This design comes from an exercise in tuning for a short achievable clock period and few clock cycles on the open sky130 flow, not from production work.
At most, simulation tests tie the RTL to the original design; equivalence was not proved.
The flow treats the clock pin as an ideal source. Dropping or thinning the clock tree relies on that and would not hold on a real chip.

==> run a: inputs <==
==> flow/design.v <==
module cs213_frame_dp (
    input              clk,
    input              rst,
    input              start,
    output             start_ready,
    input      [15:0]  cfg_key,
    input              cfg_enc,
    input              cfg_comp,
    input              cfg_cks,
    input      [15:0]  cfg_sum,
    input      [15:0]  cfg_stored,
    input      [19:0]  cfg_orig,
    input      [127:0] cfg_dict,
    input              in_valid,
    input      [7:0]   in_data,
    output             in_ready,
    output             out_valid,
    output     [7:0]   out_data,
    input              out_ready,
    output             done,
    output     [2:0]   err,
    output     [15:0]  checksum,
    output     [19:0]  out_count
);
    localparam [2:0] E_OK        = 3'd0,
                     E_INTEGRITY = 3'd2,
                     E_SIZE      = 3'd3,
                     E_TRUNC     = 3'd6;
    localparam [7:0] SENTINEL = 8'h07;
    localparam FAW  = 4;                 
    localparam FD   = 1 << FAW;          
    localparam ROOM = FD - 5;            
    function [15:0] lfsr_step;
        input [15:0] s;
        begin
            lfsr_step = {s[0] ^ s[6] ^ s[9] ^ s[13], s[15:1]};
        end
    endfunction
    integer i;
    reg          start_ready_r;
    reg          a_act;        
    reg [15:0]   a_rem;        
    reg          in_ready_r;
    reg          in_nready;    
    reg          a_comp, a_cks;
    reg [15:0]   a_sum;
    reg [19:0]   a_orig;
    reg [7:0]    a_dict [0:15];
    reg [15:0]   ks;           
    reg          phase;        
    reg [7:0]    pad;          
    reg          f0, f1, f2, f3;
    reg          f_sumbad, f_trunc, f_sizebad;
    reg          b_v;
    reg          b_last;
    reg [7:0]    b_d;
    reg          d_v;
    reg          d_last;
    reg          d_tokw;       
    reg          d_run;        
    reg          d_one;        
    reg [3:0]    d_cnt;
    reg [7:0]    d_lit;        
    reg [15:0]   d_sel;        
    reg          d_escn;       
    reg          esc;          
    reg [7:0]    cs_lo, cs_hi;
    reg          cs_c;
    reg [3:0]    oc_lo;
    reg [15:0]   oc_hi;
    reg          oc_c;
    reg [13:0]   tf_mem [0:FD-1];
    reg [FD-1:0] tf_wp, tf_rp;
    reg [FD-1:0] tf_occ;
    wire         tf_empty = !tf_occ[0];
    wire         room     = !tf_occ[ROOM];
    reg          r_full;
    reg [2:0]    r_err;
    reg [15:0]   r_csum;
    reg [19:0]   r_cnt;
    reg [2:0]    q_err;
    reg [15:0]   q_csum;
    reg [19:0]   q_cnt;
    wire accept   = start && !a_act;
    wire in_fire  = in_valid && !in_nready;
    wire [15:0] cfg_ks  = cfg_enc ? lfsr_step(cfg_key) : 16'd0;
    wire [15:0] ks_next = lfsr_step(ks);
    wire in_ready_next = accept  ? (cfg_stored != 16'd0) && room :
                         in_fire ? (a_rem != 16'd1) && room :
                                   a_act && (a_rem != 16'd0) && room;
    wire [7:0] db   = b_d ^ pad;
    wire       e    = d_v ? d_escn : esc;
    wire       is07 = (db == SENTINEL);
    wire       is00 = (db == 8'h00);
    wire       hinz = (db[7:4] != 4'd0);
    wire       run  = a_comp && e && !is00 && hinz;
    reg [7:0]  d_dict;
    always @(*) begin
        d_dict = 8'd0;
        for (i = 0; i < 16; i = i + 1)
            d_dict = d_dict | (a_dict[i] & {8{d_sel[i]}});
    end
    wire       tok_w = d_v && d_tokw;
    reg          cur_v;
    reg          cur_eof;
    reg          cur_last;     
    reg [3:0]    cur_cnt;
    reg [7:0]    cur_byte;
    reg          o_v;
    reg          o_done;
    reg          o_nv;
    reg          o_ndone;
    reg [7:0]    o_d;
    reg [7:0]    o_h;          
    reg          s_v;
    reg          s_eof;
    reg [7:0]    s_d;
    wire fin_go    = f3 && !tf_occ[FD-2] && (!r_full || !o_ndone);
    wire tf_we     = tok_w || fin_go;
    wire [13:0] tf_wd = fin_go ? 14'h3000 :
                        {1'b0, d_one, d_cnt, d_run ? d_dict : d_lit};
    wire o_busy    = !o_nv && !out_ready;
    wire prod_fire = cur_v && !s_v;
    wire cur_free  = !cur_v || (!s_v && cur_last);
    wire       nx_v    = s_v || cur_v;
    wire       nx_eof  = s_v ? s_eof : cur_eof;
    wire [7:0] nx_d    = s_v ? s_d : cur_byte;
    wire tf_re     = cur_free && !tf_empty;
    reg  [13:0] tf_head;
    always @(*) begin
        tf_head = 14'd0;
        for (i = 0; i < FD; i = i + 1)
            tf_head = tf_head | (tf_mem[i] & {14{tf_rp[i]}});
    end
    always @(posedge clk) begin
        if (rst) begin
            start_ready_r <= 1'b1;
            a_act      <= 1'b0;
            in_ready_r <= 1'b0;
            in_nready  <= 1'b1;
            f0         <= 1'b0;
            f1         <= 1'b0;
            f2         <= 1'b0;
            f3         <= 1'b0;
            b_v        <= 1'b0;
            b_last     <= 1'b0;
            d_v        <= 1'b0;
            d_last     <= 1'b0;
            tf_wp      <= 1;
            tf_rp      <= 1;
            tf_occ     <= 0;
            r_full     <= 1'b0;
            cur_v      <= 1'b0;
            o_v        <= 1'b0;
            o_done     <= 1'b0;
            o_nv       <= 1'b1;
            o_ndone    <= 1'b1;
            s_v        <= 1'b0;
        end else begin
            start_ready_r <= (start_ready_r && !start) || fin_go;
            a_act         <= (a_act || start) && !fin_go;
            b_v    <= in_fire;
            b_last <= in_fire && (a_rem == 16'd1);
            d_v    <= b_v;
            d_last <= b_v && b_last;
            f0 <= accept && (cfg_stored == 16'd0);
            f1 <= (d_v && d_last) || f0;
            f2 <= f1;
            if (f2)
                f3 <= 1'b1;
            else if (fin_go)
                f3 <= 1'b0;
            in_ready_r <= in_ready_next;
            in_nready  <= !in_ready_next;
            if (tf_we)
                tf_wp <= {tf_wp[FD-2:0], tf_wp[FD-1]};
            if (tf_re)
                tf_rp <= {tf_rp[FD-2:0], tf_rp[FD-1]};
            if (tf_we && !tf_re)
                tf_occ <= {tf_occ[FD-2:0], 1'b1};
            else if (!tf_we && tf_re)
                tf_occ <= {1'b0, tf_occ[FD-1:1]};
            if (fin_go)
                r_full <= 1'b1;
            else if (!o_ndone)
                r_full <= 1'b0;
            if (cur_free)
                cur_v <= !tf_empty;
            o_v     <= o_busy || (nx_v && !nx_eof);
            o_done  <= !o_busy && nx_v && nx_eof;
            o_nv    <= !(o_busy || (nx_v && !nx_eof));
            o_ndone <= !(!o_busy && nx_v && nx_eof);
            s_v     <= o_busy && (s_v || cur_v);
        end
        if (!a_act) begin
            a_rem  <= cfg_stored;
            a_comp <= cfg_comp;
            a_cks  <= cfg_cks;
            a_sum  <= cfg_sum;
            a_orig <= cfg_orig;
            for (i = 0; i < 16; i = i + 1)
                a_dict[i] <= cfg_dict[8*i +: 8];
            ks     <= cfg_ks;
            pad    <= cfg_ks[7:0];
            phase  <= 1'b0;
            esc    <= 1'b0;
            cs_lo  <= 8'd0;
            cs_hi  <= 8'd0;
            cs_c   <= 1'b0;
            oc_lo  <= 4'd0;
            oc_hi  <= 16'd0;
            oc_c   <= 1'b0;
        end else begin
            if (in_fire)
                a_rem <= a_rem - 16'd1;
            if (b_v) begin
                phase <= !phase;
                if (phase) begin
                    ks  <= ks_next;
                    pad <= ks_next[7:0];
                end else begin
                    pad <= ks[15:8];
                end
                {cs_c, cs_lo} <= {1'b0, cs_lo} + {1'b0, b_d};
            end else begin
                cs_c <= 1'b0;
            end
            cs_hi <= cs_hi + {7'd0, cs_c};
            esc <= e;
            if (tok_w)
                {oc_c, oc_lo} <= {1'b0, oc_lo} + {1'b0, d_cnt};
            else
                oc_c <= 1'b0;
            oc_hi <= oc_hi + {15'd0, oc_c};
        end
        b_d    <= in_data;
        d_tokw <= !a_comp || (e ? (is00 || hinz) : !is07);
        d_run  <= run;
        d_one  <= !run || (db[7:4] == 4'd1);
        d_cnt  <= run ? db[7:4] : 4'd1;
        d_lit  <= (a_comp && e && is00) ? SENTINEL : db;
        d_escn <= a_comp && !e && is07;
        for (i = 0; i < 16; i = i + 1)
            d_sel[i] <= (db[3:0] == i);
        f_sumbad  <= a_cks && ({cs_hi, cs_lo} != a_sum);
        f_trunc   <= a_comp && esc;
        f_sizebad <= ({oc_hi, oc_lo} != a_orig);
        for (i = 0; i < FD; i = i + 1)
            if (tf_wp[i])
                tf_mem[i] <= tf_wd;
        if (cur_free) begin
            {cur_eof, cur_last, cur_cnt, cur_byte} <= tf_head;
        end else if (prod_fire) begin
            cur_cnt  <= cur_cnt - 4'd1;
            cur_last <= (cur_cnt == 4'd2);
        end
        if (!s_v) begin
            s_eof <= cur_eof;
            s_d   <= cur_byte;
        end
        o_d <= o_busy ? o_h : nx_d;
        if (!o_busy && nx_v)
            o_h <= nx_d;
        if (fin_go) begin
            r_err  <= f_sumbad ? E_INTEGRITY : f_trunc ? E_TRUNC :
                      f_sizebad ? E_SIZE : E_OK;
            r_csum <= {cs_hi, cs_lo};
            r_cnt  <= {oc_hi, oc_lo};
        end
        q_err  <= r_err;
        q_csum <= r_csum;
        q_cnt  <= r_cnt;
    end
    assign start_ready = start_ready_r;
    assign in_ready    = in_ready_r;
    assign out_valid   = o_v;
    assign out_data    = o_d;
    assign done        = o_done;
    assign err         = q_err;
    assign checksum    = q_csum;
    assign out_count   = q_cnt;
endmodule
==> flow/flow/run.sh <==
#!/bin/bash
# The standard layout, except for the clock tree: pre_cts.tcl, sourced by
# the standard CTS step through its PRE_CTS_TCL hook, builds the clock tree
# from clock inverters (inv_tree.tcl) in place of TritonCTS's buffer tree.
# The rest of the CTS step (placement legalisation, timing repair) and all
# other steps run unchanged. make's output goes to standard.log; each ORFS
# step keeps its own log under orfs/logs.
set -euo pipefail
here=$(pwd)
bash standard.sh finish PRE_CTS_TCL="$here/flow/pre_cts.tcl" > standard.log 2>&1
==> flow/flow/inv_tree.tcl <==
# Clock tree of inverters: capacitated k-means clustering of the clock sinks,
# level by level, with one clock inverter per cluster.
proc kmeans {xs ys k maxsz} {
  set n [llength $xs]
  set order [lsort -integer -indices [lmap x $xs y $ys {expr {int($x + 3*$y)}}]]
  set cx {}; set cy {}
  for {set c 0} {$c < $k} {incr c} {
    set i [lindex $order [expr {int(($c + 0.5) * $n / $k)}]]
    lappend cx [lindex $xs $i]; lappend cy [lindex $ys $i]
  }
  for {set iter 0} {$iter < 30} {incr iter} {
    set pairs {}
    for {set i 0} {$i < $n} {incr i} {
      for {set c 0} {$c < $k} {incr c} {
        lappend pairs [list [expr {abs([lindex $xs $i] - [lindex $cx $c]) + abs([lindex $ys $i] - [lindex $cy $c])}] $i $c]
      }
    }
    set pairs [lsort -real -index 0 $pairs]
    set asg [lrepeat $n -1]
    set cnt [lrepeat $k 0]
    foreach p $pairs {
      lassign $p d i c
      if {[lindex $asg $i] >= 0} continue
      if {[lindex $cnt $c] >= $maxsz} continue
      lset asg $i $c
      lset cnt $c [expr {[lindex $cnt $c] + 1}]
    }
    set sx [lrepeat $k 0.0]; set sy [lrepeat $k 0.0]
    for {set i 0} {$i < $n} {incr i} {
      set c [lindex $asg $i]
      lset sx $c [expr {[lindex $sx $c] + [lindex $xs $i]}]
      lset sy $c [expr {[lindex $sy $c] + [lindex $ys $i]}]
    }
    for {set c 0} {$c < $k} {incr c} {
      if {[lindex $cnt $c] > 0} {
        lset cx $c [expr {[lindex $sx $c] / [lindex $cnt $c]}]
        lset cy $c [expr {[lindex $sy $c] / [lindex $cnt $c]}]
      }
    }
  }
  return [list $asg $cx $cy $cnt]
}
# fanouts: list of max fanout per level, from the leaves up, e.g. {28 4 6 4}
proc build_inv_tree {clk_name fanouts masters} {
  set db [ord::get_db]
  set block [ord::get_db_block]
  set clknet [$block findNet $clk_name]
  set sinks [$clknet getITerms]
  set n [llength $sinks]
  set xs {}; set ys {}
  foreach it $sinks {
    set bb [[$it getInst] getBBox]
    lappend xs [expr {([$bb xMin] + [$bb xMax]) / 2.0}]
    lappend ys [expr {([$bb yMin] + [$bb yMax]) / 2.0}]
  }
  foreach it $sinks { $it disconnect }
  # level by level: items to drive = current sinks (as list of {x y connect-proc})
  set cur_x $xs; set cur_y $ys
  set cur_conn {}
  foreach it $sinks { lappend cur_conn [list iterm $it] }
  set lvl 0
  foreach fo $fanouts master_name $masters {
    set master [$db findMaster $master_name]
    set m [llength $cur_x]
    set k [expr {int(ceil(double($m) / $fo))}]
    lassign [kmeans $cur_x $cur_y $k $fo] asg cx cy cnt
    set nets {}
    set new_conn {}
    for {set c 0} {$c < $k} {incr c} {
      set inst [odb::dbInst_create $block $master "clkinv_m_l${lvl}_$c"]
      $inst setLocation [expr {int([lindex $cx $c])}] [expr {int([lindex $cy $c])}]
      $inst setPlacementStatus PLACED
      set net [odb::dbNet_create $block "clknet_m_l${lvl}_$c"]
      $net setSigType CLOCK
      [$inst findITerm Y] connect $net
      lappend nets $net
      lappend new_conn [list iterm [$inst findITerm A]]
    }
    for {set i 0} {$i < $m} {incr i} {
      lassign [lindex $cur_conn $i] kind obj
      $obj connect [lindex $nets [lindex $asg $i]]
    }
    puts "level $lvl: $k inverters ($master_name), sizes $cnt"
    set cur_x $cx; set cur_y $cy; set cur_conn $new_conn
    incr lvl
  }
  foreach c $cur_conn { lassign $c kind obj; $obj connect $clknet }
}
==> flow/flow/pre_cts.tcl <==
# Sourced by ORFS's cts.tcl (PRE_CTS_TCL) after the placed design is loaded.
# Builds a balanced clock tree of four levels of clock inverters (an even
# number, so every register sees the clock's own polarity): the registers
# are clustered by k-means into groups of at most 28, each driven by a
# clkinv_16; those inverters are clustered into groups of 3, those into
# groups of 4, those into groups of 2, and one inverter at the top is driven
# by the clock port. TritonCTS and the inverter cloning that prepares for it
# are then skipped, as the tree is complete.
source [file join [file dirname [info script]] inv_tree.tcl]
set inv sky130_fd_sc_hd__clkinv_16
build_inv_tree clk {28 3 4 2} [list $inv $inv $inv $inv]
global_connect
set_propagated_clock [all_clocks]
proc repair_clock_inverters {args} { puts "pre_cts.tcl: clock inverters kept as built" }
proc clock_tree_synthesis {args} { puts "pre_cts.tcl: clock tree already built" }
==> flow/standard.sh <==
#!/bin/bash
# synth_recipe.tcl (not shown) runs the flow's synth.tcl, then flattens the netlist and writes it again
# the make line also repeats each setting of config.mk as NAME=value (left out here)
make -C /OpenROAD-flow-scripts/flow DESIGN_CONFIG=/design/flow/config.mk WORK_HOME=/design/flow/orfs CLKGATE_MAP_FILE= SYNTH_SCRIPT=/design/flow/synth_recipe.tcl "${@:-finish}"
==> flow/config.mk <==
export PLATFORM = sky130hd
export DESIGN_NAME = cs213_frame_dp
export DESIGN_NICKNAME = cs213_frame_dp
export VERILOG_FILES = /design/flow/design.v
export SDC_FILE = /design/flow/constraint.sdc
export NUM_CORES = 4
export LEC_CHECK = 0
export ABC_CLOCK_PERIOD_IN_PS = 1800
export CAP_MARGIN = 20
export CORE_MARGIN = 2
export CORE_UTILIZATION = 70
export SETUP_SLACK_MARGIN = 3.2
export SLEW_MARGIN = 20
==> flow/constraint.sdc <==
create_clock -name core_clock -period 5.0 [get_ports {clk}]
set_input_delay 1.0000 -clock core_clock [delete_from_list [all_inputs] [get_ports {clk}]]
set_output_delay 1.0000 -clock core_clock [all_outputs]
set_load 0.01 [all_outputs]
==> inputs of run b, as changes to run a <==
==> flow/run.sh (new file) <==
#!/bin/bash
# synth_recipe.tcl (not shown) runs the flow's synth.tcl, then flattens the netlist and writes it again
# the make line also repeats each setting of config.mk as NAME=value (left out here)
make -C /OpenROAD-flow-scripts/flow DESIGN_CONFIG=/design/flow/config.mk WORK_HOME=/design/flow/orfs CLKGATE_MAP_FILE= SYNTH_SCRIPT=/design/flow/synth_recipe.tcl finish
removed: flow/flow/run.sh
removed: flow/flow/inv_tree.tcl
removed: flow/flow/pre_cts.tcl
removed: flow/standard.sh
==> inputs of run c, as changes to run a <==
==> flow/design.v, changed modules only <==
module cs213_frame_dp (
    input              clk,
    input              rst,
    input              start,
    output             start_ready,
    input      [15:0]  cfg_key,
    input              cfg_enc,
    input              cfg_comp,
    input              cfg_cks,
    input      [15:0]  cfg_sum,
    input      [15:0]  cfg_stored,
    input      [19:0]  cfg_orig,
    input      [127:0] cfg_dict,
    input              in_valid,
    input      [7:0]   in_data,
    output             in_ready,
    output             out_valid,
    output     [7:0]   out_data,
    input              out_ready,
    output             done,
    output     [2:0]   err,
    output     [15:0]  checksum,
    output     [19:0]  out_count
);
    localparam [2:0] E_OK        = 3'd0,
                     E_INTEGRITY = 3'd2,
                     E_SIZE      = 3'd3,
                     E_TRUNC     = 3'd6;
    localparam [7:0] SENTINEL = 8'h07;
    localparam FAW  = 4;                 
    localparam FD   = 1 << FAW;          
    localparam ROOM = FD - 5;            
    function [15:0] lfsr_step;
        input [15:0] s;
        begin
            lfsr_step = {s[0] ^ s[6] ^ s[9] ^ s[13], s[15:1]};
        end
    endfunction
    integer i;
    reg          start_ready_r;
    reg          a_act;        
    reg [7:0]    a_rem_lo;     
    reg [7:0]    a_rem_hi;     
    reg          a_rem0;       
    reg          a_rem1;       
    reg          in_ready_r;
    reg          in_nready;    
    reg          a_comp, a_cks;
    reg [15:0]   a_sum;
    reg [19:0]   a_orig;
    reg [7:0]    a_dict [0:15];
    reg [15:0]   ks;           
    reg          phase;        
    reg [7:0]    pad;          
    reg          f0, f1, f2, f3;
    reg          f_sumbad, f_trunc, f_sizebad;
    reg          b_v;
    reg          b_last;
    reg [7:0]    b_d;
    reg          d_v;
    reg          d_last;
    reg          d_tokw;       
    reg          d_run;        
    reg          d_one;        
    reg [3:0]    d_cnt;
    reg [7:0]    d_lit;        
    reg [15:0]   d_sel;        
    reg          d_escn;       
    reg          esc;          
    reg [3:0]    cs_n0, cs_n1;
    reg [7:0]    cs_hi;
    reg          cs_c0, cs_c1;
    reg [3:0]    oc_lo;
    reg [15:0]   oc_hi;
    reg          oc_c;
    reg [13:0]   tf_mem [0:FD-1];
    reg [FD-1:0] tf_wp, tf_rp;
    reg [FD-1:0] tf_occ;
    wire         tf_empty = !tf_occ[0];
    wire         room     = !tf_occ[ROOM];
    reg          r_full;
    reg [2:0]    r_err;
    reg [15:0]   r_csum;
    reg [19:0]   r_cnt;
    reg [2:0]    q_err;
    reg [15:0]   q_csum;
    reg [19:0]   q_cnt;
    wire accept   = start && !a_act;
    wire in_fire  = in_valid && !in_nready;
    wire [15:0] cfg_ks  = cfg_enc ? lfsr_step(cfg_key) : 16'd0;
    wire [15:0] ks_next = lfsr_step(ks);
    wire in_ready_next = accept  ? (cfg_stored != 16'd0) && room :
                         in_fire ? !a_rem1 && room :
                                   a_act && !a_rem0 && room;
    wire [7:0] db   = b_d ^ pad;
    wire       e    = d_v ? d_escn : esc;
    wire       is07 = (db == SENTINEL);
    wire       is00 = (db == 8'h00);
    wire       hinz = (db[7:4] != 4'd0);
    wire       run  = a_comp && e && !is00 && hinz;
    reg [7:0]  d_dict;
    always @(*) begin
        d_dict = 8'd0;
        for (i = 0; i < 16; i = i + 1)
            d_dict = d_dict | (a_dict[i] & {8{d_sel[i]}});
    end
    wire       tok_w = d_v && d_tokw;
    reg          cur_v;
    reg          cur_eof;
    reg          cur_last;     
    reg [3:0]    cur_cnt;
    reg [7:0]    cur_byte;
    reg          o_v;
    reg          o_done;
    reg          o_nv;
    reg          o_ndone;
    reg [7:0]    o_d;
    reg [7:0]    o_h;          
    reg          s_v;
    reg          s_eof;
    reg [7:0]    s_d;
    wire f3_set    = f2 && !tf_occ[FD-2];
    wire fin_go    = f3 && (!r_full || !o_ndone);
    wire tf_we     = tok_w || fin_go;
    wire [13:0] tf_wd = fin_go ? 14'h3000 :
                        {1'b0, d_one, d_cnt, d_run ? d_dict : d_lit};
    wire o_busy    = !o_nv && !out_ready;
    wire prod_fire = cur_v && !s_v;
    wire cur_free  = !cur_v || (!s_v && cur_last);
    wire       nx_v    = s_v || cur_v;
    wire       nx_eof  = s_v ? s_eof : cur_eof;
    wire [7:0] nx_d    = s_v ? s_d : cur_byte;
    wire tf_re     = cur_free && !tf_empty;
    reg  [13:0] tf_head;
    always @(*) begin
        tf_head = 14'd0;
        for (i = 0; i < FD; i = i + 1)
            tf_head = tf_head | (tf_mem[i] & {14{tf_rp[i]}});
    end
    always @(posedge clk) begin
        if (rst) begin
            start_ready_r <= 1'b1;
            a_act      <= 1'b0;
            in_ready_r <= 1'b0;
            in_nready  <= 1'b1;
            f0         <= 1'b0;
            f1         <= 1'b0;
            f2         <= 1'b0;
            f3         <= 1'b0;
            b_v        <= 1'b0;
            b_last     <= 1'b0;
            d_v        <= 1'b0;
            d_last     <= 1'b0;
            tf_wp      <= 1;
            tf_rp      <= 1;
            tf_occ     <= 0;
            r_full     <= 1'b0;
            cur_v      <= 1'b0;
            o_v        <= 1'b0;
            o_done     <= 1'b0;
            o_nv       <= 1'b1;
            o_ndone    <= 1'b1;
            s_v        <= 1'b0;
        end else begin
            start_ready_r <= (start_ready_r && !start) || fin_go;
            a_act         <= (a_act || start) && !fin_go;
            b_v    <= in_fire;
            b_last <= in_fire && a_rem1;
            d_v    <= b_v;
            d_last <= b_v && b_last;
            f0 <= accept && (cfg_stored == 16'd0);
            f1 <= (d_v && d_last) || f0;
            f2 <= f1 || (f2 && !f3_set);
            f3 <= f3_set || (f3 && !fin_go);
            in_ready_r <= in_ready_next;
            in_nready  <= !in_ready_next;
            if (tf_we)
                tf_wp <= {tf_wp[FD-2:0], tf_wp[FD-1]};
            if (tf_re)
                tf_rp <= {tf_rp[FD-2:0], tf_rp[FD-1]};
            if (tf_we && !tf_re)
                tf_occ <= {tf_occ[FD-2:0], 1'b1};
            else if (!tf_we && tf_re)
                tf_occ <= {1'b0, tf_occ[FD-1:1]};
            if (fin_go)
                r_full <= 1'b1;
            else if (!o_ndone)
                r_full <= 1'b0;
            if (cur_free)
                cur_v <= !tf_empty;
            o_v     <= o_busy || (nx_v && !nx_eof);
            o_done  <= !o_busy && nx_v && nx_eof;
            o_nv    <= !(o_busy || (nx_v && !nx_eof));
            o_ndone <= !(!o_busy && nx_v && nx_eof);
            s_v     <= o_busy && (s_v || cur_v);
        end
        if (!a_act) begin
            a_rem_lo <= cfg_stored[7:0];
            a_rem_hi <= cfg_stored[15:8];
            a_rem0   <= (cfg_stored == 16'd0);
            a_rem1   <= (cfg_stored == 16'd1);
            a_comp <= cfg_comp;
            a_cks  <= cfg_cks;
            a_sum  <= cfg_sum;
            a_orig <= cfg_orig;
            for (i = 0; i < 16; i = i + 1)
                a_dict[i] <= cfg_dict[8*i +: 8];
            ks     <= cfg_ks;
            pad    <= cfg_ks[7:0];
            phase  <= 1'b0;
            esc    <= 1'b0;
            cs_n0  <= 4'd0;
            cs_n1  <= 4'd0;
            cs_hi  <= 8'd0;
            cs_c0  <= 1'b0;
            cs_c1  <= 1'b0;
            oc_lo  <= 4'd0;
            oc_hi  <= 16'd0;
            oc_c   <= 1'b0;
        end else begin
            if (in_fire) begin
                a_rem_lo <= a_rem_lo - 8'd1;
                if (a_rem_lo == 8'd0)
                    a_rem_hi <= a_rem_hi - 8'd1;
                a_rem1 <= (a_rem_hi == 8'd0) && (a_rem_lo == 8'd2);
                a_rem0 <= a_rem1;
            end
            if (b_v) begin
                phase <= !phase;
                if (phase) begin
                    ks  <= ks_next;
                    pad <= ks_next[7:0];
                end else begin
                    pad <= ks[15:8];
                end
            end
            {cs_c0, cs_n0} <= {1'b0, cs_n0} + {1'b0, b_v ? b_d[3:0] : 4'd0};
            {cs_c1, cs_n1} <= {1'b0, cs_n1} + {1'b0, b_v ? b_d[7:4] : 4'd0} + {4'd0, cs_c0};
            cs_hi <= cs_hi + {7'd0, cs_c1};
            esc <= e;
            if (tok_w)
                {oc_c, oc_lo} <= {1'b0, oc_lo} + {1'b0, d_cnt};
            else
                oc_c <= 1'b0;
            oc_hi <= oc_hi + {15'd0, oc_c};
        end
        b_d    <= in_data;
        d_tokw <= !a_comp || (e ? (is00 || hinz) : !is07);
        d_run  <= run;
        d_one  <= !run || (db[7:4] == 4'd1);
        d_cnt  <= run ? db[7:4] : 4'd1;
        d_lit  <= (a_comp && e && is00) ? SENTINEL : db;
        d_escn <= a_comp && !e && is07;
        for (i = 0; i < 16; i = i + 1)
            d_sel[i] <= (db[3:0] == i);
        f_sumbad  <= a_cks && ({cs_hi, cs_n1, cs_n0} != a_sum);
        f_trunc   <= a_comp && esc;
        f_sizebad <= ({oc_hi, oc_lo} != a_orig);
        for (i = 0; i < FD; i = i + 1)
            if (tf_wp[i])
                tf_mem[i] <= tf_wd;
        if (cur_free) begin
            {cur_eof, cur_last, cur_cnt, cur_byte} <= tf_head;
        end else if (prod_fire) begin
            cur_cnt  <= cur_cnt - 4'd1;
            cur_last <= (cur_cnt == 4'd2);
        end
        if (!s_v) begin
            s_eof <= cur_eof;
            s_d   <= cur_byte;
        end
        o_d <= o_busy ? o_h : nx_d;
        if (!o_busy && nx_v)
            o_h <= nx_d;
        if (fin_go) begin
            r_err  <= f_sumbad ? E_INTEGRITY : f_trunc ? E_TRUNC :
                      f_sizebad ? E_SIZE : E_OK;
            r_csum <= {cs_hi, cs_n1, cs_n0};
            r_cnt  <= {oc_hi, oc_lo};
        end
        q_err  <= r_err;
        q_csum <= r_csum;
        q_cnt  <= r_cnt;
    end
    assign start_ready = start_ready_r;
    assign in_ready    = in_ready_r;
    assign out_valid   = o_v;
    assign out_data    = o_d;
    assign done        = o_done;
    assign err         = q_err;
    assign checksum    = q_csum;
    assign out_count   = q_cnt;
endmodule
==> results.yml <==
status:
  status: "finished clean"
worst_setup_path:
  crit_buf_inv: 1
placement:
  place.gp.congestion: 0.849
power_and_ir_drop:
  p_clk_mw: 5.03
-- figures above: run b

==> results.yml <==
layout:
  seq_cells: 697
worst_setup_path:
  start_kind: "flop"
  crit_buf_inv: 0
status:
  status: "finished clean"
power_and_ir_drop:
  p_clk_mw: 3.06
-- figures above: run a

==> results.yml <==
worst_setup_path:
  crit_buf_inv: 1
layout:
  layout_common_cells: "edfxtp_1 (493), clkdlybuf4s50_1 (189), nor2_1 (138)"
  final_common_cell: "edfxtp_1"
  largestClassByArea: "sequential cells"
power_and_ir_drop:
  p_clk_mw: 3.04
clocking:
  hold_buffers: 0
status:
  status: "finished clean"
placement:
  place.gp.congestion: 0.817
-- figures above: run c

Testbench counts of run a, summed over its fixed seeds: cycles 37,104.
Testbench counts of run b, summed over its fixed seeds: cycles 37,104.
Function not checked in run c: the RTL went through the layout flow alone. The clock cells of run a and run c come from the design's own scripts or RTL, not from TritonCTS.

-- port drivers added, routing unchanged --
Ports are ideal in the flow. The routed layouts listed here were re-timed in OpenROAD.
Step 1, drivers: a clkbuf_16 drives clk and a buf_2 each remaining input, both assumed.
Step 2 also shifts input and output timing later by t, the mid clock arrival at the registers, as if the neighbouring blocks saw the same clock.
Slacks: ideal ports / drivers / drivers and shift; pairs: ideal ports / drivers.
| run | shift t [ns] | setup slack, ns | worst hold slack (ns) | worst setup path after step 2 | cell pins on the clock port's net |
|---|---|---|---|---|---|
| run a | 0.502 | 3.048 / 3.000 / 2.663 | 0.231 / 0.230 / 0.230 | input to register | 2 |
| run b | 0.643 | 2.950 / 2.893 / 2.552 | 0.334 / 0.334 / 0.334 | input to register | 1 |
| run c | 0.485 | 3.102 / 2.995 / 2.814 | 0.341 / 0.341 / 0.341 | input to register | 2 |
After both steps setup and hold are still met in every run listed. The setup slack of run b, which loses most, moves by -0.057 ns with the drivers and by -0.398 ns with both steps.
